From an optimization exercise on the open Yosys and OpenROAD flow, aimed at small area; shortcuts taken in it are not production practice.
Only simulation tests tie the RTL to the original design; equivalence was not proved.
Power and IR drop assume default switching activity. The flow treats the clock pin as an ideal source, which a real chip does not have.

==> inputs of violet <==
## modbus_responder
module modbus_responder (
    input  wire       clk,
    input  wire       rst,         
    input  wire [7:0] dev_addr,    
    input  wire       rx_valid,
    input  wire [7:0] rx_data,
    input  wire       rx_last,
    output wire       rx_ready,
    output wire       tx_valid,
    output wire [7:0] tx_data,
    output wire       tx_last,
    input  wire       tx_ready
);
Settings: LEC_CHECK=0, ABC_AREA=1, CAP_MARGIN=20, CORE_MARGIN=2, CORE_UTILIZATION=72, CTS_CLUSTER_SIZE=25, PLACE_DENSITY=0.82, SLEW_MARGIN=20; clock period 10.0 ns.
standard.sh (not shown) runs the stock make flow with config.mk's settings and CLKGATE_MAP_FILE= SYNTH_SCRIPT=/design/flow/synth_recipe.tcl, a recipe that flattens the netlist after the stock synthesis.
==> flow/flow/run.sh <==
#!/bin/bash
# Own flow: the standard synthesis, then its combinational logic is mapped
# again for area (registers, their names and cell types are left as they
# are), then the standard layout steps on that netlist.
set -euo pipefail
HERE=$PWD
R=$HERE/orfs/results/sky130hd/modbus_responder/base
LIB=$FLOW_HOME/platforms/sky130hd/lib/sky130_fd_sc_hd__tt_025C_1v80.lib
YOSYS=${YOSYS_EXE:-yosys}
command -v "$YOSYS" > /dev/null || YOSYS=$FLOW_HOME/../tools/install/yosys/bin/yosys

# 1. standard synthesis
bash standard.sh synth > 1_standard_synth.log 2>&1
cp $R/1_2_yosys.v $HERE/1_2_yosys_standard.v

# 2. combinational cell models from the library (sequential cells stay black boxes)
"$YOSYS" -p "read_liberty -ignore_miss_func $LIB; write_verilog -noattr $HERE/cell_models.v" > 2_models.log 2>&1
awk '/^module /{buf=""; seq=0} {buf=buf $0 "\n"} /always/{seq=1} /^endmodule/{if(!seq) printf "%s", buf; buf=""}' \
    $HERE/cell_models.v > $HERE/comb_models.v

# 3. map the combinational logic again with an area-oriented ABC script
DU=$(sed -n '/DONT_USE_CELLS/,/^#/p' $FLOW_HOME/platforms/sky130hd/config.mk | grep -o "sky130_fd_sc_hd__[a-z0-9_]*" | sed 's/^/-dont_use /' | tr '\n' ' ')
printf 'strash\ndch\nmap -a\ntopo\n' > $HERE/abc_area_map.script
"$YOSYS" -p "read_liberty -lib $LIB; read_verilog -overwrite $HERE/comb_models.v; read_verilog $HERE/1_2_yosys_standard.v; \
  hierarchy -top modbus_responder; flatten; techmap; opt -purge; \
  abc -script $HERE/abc_area_map.script -liberty $LIB $DU; opt_clean -purge; \
  read_liberty -lib -ignore_redef $LIB; hierarchy -top modbus_responder; \
  hilomap -singleton -hicell sky130_fd_sc_hd__conb_1 HI -locell sky130_fd_sc_hd__conb_1 LO; \
  insbuf -buf sky130_fd_sc_hd__buf_4 A X; check -assert -mapped; \
  stat -liberty $LIB; write_verilog -noattr -nohex -nodec $HERE/1_2_yosys_area.v" > 3_resynth.log 2>&1
cp $HERE/1_2_yosys_area.v $R/1_2_yosys.v
rm -f $R/1_synth.odb

# 4. the standard layout on the new netlist
bash standard.sh > 4_standard_layout.log 2>&1
==> inputs of garnet, as changes to violet <==
==> flow/run.sh (new file) <==
#!/bin/bash
# synth_recipe.tcl (not shown) runs the flow's synth.tcl, then flattens the netlist and writes it again
# the make line also repeats each setting of config.mk as NAME=value (left out here)
make -C /OpenROAD-flow-scripts/flow DESIGN_CONFIG=/design/flow/config.mk WORK_HOME=/design/flow/orfs CLKGATE_MAP_FILE= SYNTH_SCRIPT=/design/flow/synth_recipe.tcl finish
Settings changed: CORE_UTILIZATION 72 to 85, PLACE_DENSITY 0.82 to 0.92.
removed: flow/flow/run.sh
removed: flow/standard.sh
==> inputs of quartz, as changes to violet <==
--- a/flow/flow/run.sh
+++ b/flow/flow/run.sh
@@ -3,3 +3,4 @@
 # again for area (registers, their names and cell types are left as they
-# are), then the standard layout steps on that netlist.
+# are), then the standard layout steps on that netlist, with larger CTS
+# sink clusters.
 set -euo pipefail
@@ -21,4 +22,5 @@
 # 3. map the combinational logic again with an area-oriented ABC script
+#    (deep AIG synthesis for at most 300 s, then area mapping)
 DU=$(sed -n '/DONT_USE_CELLS/,/^#/p' $FLOW_HOME/platforms/sky130hd/config.mk | grep -o "sky130_fd_sc_hd__[a-z0-9_]*" | sed 's/^/-dont_use /' | tr '\n' ' ')
-printf 'strash\ndch\nmap -a\ntopo\n' > $HERE/abc_area_map.script
+printf 'strash\n&get -n\n&deepsyn -T 300 -S 7\n&put\ndch\nmap -a\nstrash\ndch\namap\ntopo\n' > $HERE/abc_area_map.script
 "$YOSYS" -p "read_liberty -lib $LIB; read_verilog -overwrite $HERE/comb_models.v; read_verilog $HERE/1_2_yosys_standard.v; \
@@ -28,3 +30,3 @@
   hilomap -singleton -hicell sky130_fd_sc_hd__conb_1 HI -locell sky130_fd_sc_hd__conb_1 LO; \
-  insbuf -buf sky130_fd_sc_hd__buf_4 A X; check -assert -mapped; \
+  insbuf -buf sky130_fd_sc_hd__buf_1 A X; check -assert -mapped; \
   stat -liberty $LIB; write_verilog -noattr -nohex -nodec $HERE/1_2_yosys_area.v" > 3_resynth.log 2>&1
@@ -33,3 +35,7 @@
 
-# 4. the standard layout on the new netlist
+# 4. the standard layout on the new netlist; CTS with larger sink clusters
+#    (up to 32 flip-flops within 100 um per leaf buffer) and no dummy loads
+#    Ports get the smallest buffer cell.
+export BUFFER_PORTS_ARGS="-buffer_cell sky130_fd_sc_hd__buf_1"
+export CTS_ARGS="-sink_clustering_enable -repair_clock_nets -sink_clustering_size 32 -sink_clustering_max_diameter 100 -dont_use_dummy_load"
 bash standard.sh > 4_standard_layout.log 2>&1
Settings changed: CTS_CLUSTER_SIZE 25 to unset.
==> inputs of amber, as changes to violet <==
--- a/flow/flow/run.sh
+++ b/flow/flow/run.sh
@@ -3,3 +3,4 @@
 # again for area (registers, their names and cell types are left as they
-# are), then the standard layout steps on that netlist.
+# are), then the standard layout steps on that netlist, with larger CTS
+# sink clusters.
 set -euo pipefail
@@ -21,4 +22,5 @@
 # 3. map the combinational logic again with an area-oriented ABC script
+#    (deep AIG synthesis for at most 300 s, then area mapping)
 DU=$(sed -n '/DONT_USE_CELLS/,/^#/p' $FLOW_HOME/platforms/sky130hd/config.mk | grep -o "sky130_fd_sc_hd__[a-z0-9_]*" | sed 's/^/-dont_use /' | tr '\n' ' ')
-printf 'strash\ndch\nmap -a\ntopo\n' > $HERE/abc_area_map.script
+printf 'strash\n&get -n\n&deepsyn -T 300 -S 7\n&put\ndch\nmap -a\nstrash\ndch\namap\ntopo\n' > $HERE/abc_area_map.script
 "$YOSYS" -p "read_liberty -lib $LIB; read_verilog -overwrite $HERE/comb_models.v; read_verilog $HERE/1_2_yosys_standard.v; \
@@ -33,3 +35,7 @@
 
-# 4. the standard layout on the new netlist
+# 4. the standard layout on the new netlist; CTS with larger sink clusters
+#    (about 28 flip-flops per leaf buffer) and no dummy loads
+#    Ports get the smallest buffer cell.
+export BUFFER_PORTS_ARGS="-buffer_cell sky130_fd_sc_hd__buf_1"
+export CTS_ARGS="-sink_clustering_enable -repair_clock_nets -sink_clustering_size 28 -sink_clustering_max_diameter 130 -dont_use_dummy_load"
 bash standard.sh > 4_standard_layout.log 2>&1
Settings changed: CTS_CLUSTER_SIZE 25 to unset.
==> qor summary <==
metric	garnet	amber	quartz	violet
Result of the run	stopped before the end	finished clean	finished clean	finished clean
Stage where the flow stopped	clock tree synthesis	-	-	-
Start point of the worst min-delay path	-	wbuf[119]$_DFF_P_	wbuf[45]$_DFF_P_	bank[123]$_DFF_P_
Overall overflow remaining after global route	-	0	0	0
Clock edge transition at the registers on the reported setup and hold paths	-	110 ps	120 ps	70 ps
Met1 routing resource usage after global routing	-	0.4159	0.4034	0.4447
Power, Total	-	2.931 mW	2.897 mW	4.738 mW
Pins Over Slew Limit	-	0	0	0
Hold violation total from the final report	-	0	0	0
Area inside the core boundary	-	15940 sq um	15940 sq um	16470 sq um
Number of cells in the finished layout apart from fillers	-	1154	1150	1286
Measured slew at the worst slew-check pin	-	1040 ps	1018 ps	1082 ps
Share of total power in combinational logic	-	0.019	0.019	0.126
Multi-In Gates	-	334	341	411
Placer's final routability congestion estimate	1.014	1.006	0.9298	0.9669
Internal power	-	2.327 mW	2.297 mW	3.449 mW
Sequential portion of the cell area	-	0.7592	0.7625	0.6847

## static timing again, ports no longer ideal
The results above use ideal ports. As a check the final layouts listed here were re-extracted and re-timed, cells and wires unchanged.
Step 1: set_driving_cell puts a clkbuf_16 on clk and a buf_2 on each other input, an assumption about the parent block.
Step 2 adds t to the input delays and takes it off the output delays; t is the mean of the earliest and latest rising clock arrival at the registers after step 1. Input paths then give back, and output paths get back, about the clock's delay inside the block.
Three values: no drivers, after step 1, after step 2; two values: the first two.
run | t, ns | setup slack, ns | worst setup path after step 2 | cell pins on the clock port's net
violet | 0.591 | 1.573 / 1.573 / 1.573 | register to register | 1
quartz | 0.556 | 3.112 / 3.112 / 3.112 | register to register | 1
amber | 0.565 | 2.608 / 2.608 / 2.608 | register to register | 1
After both steps every run listed still meets setup and hold.
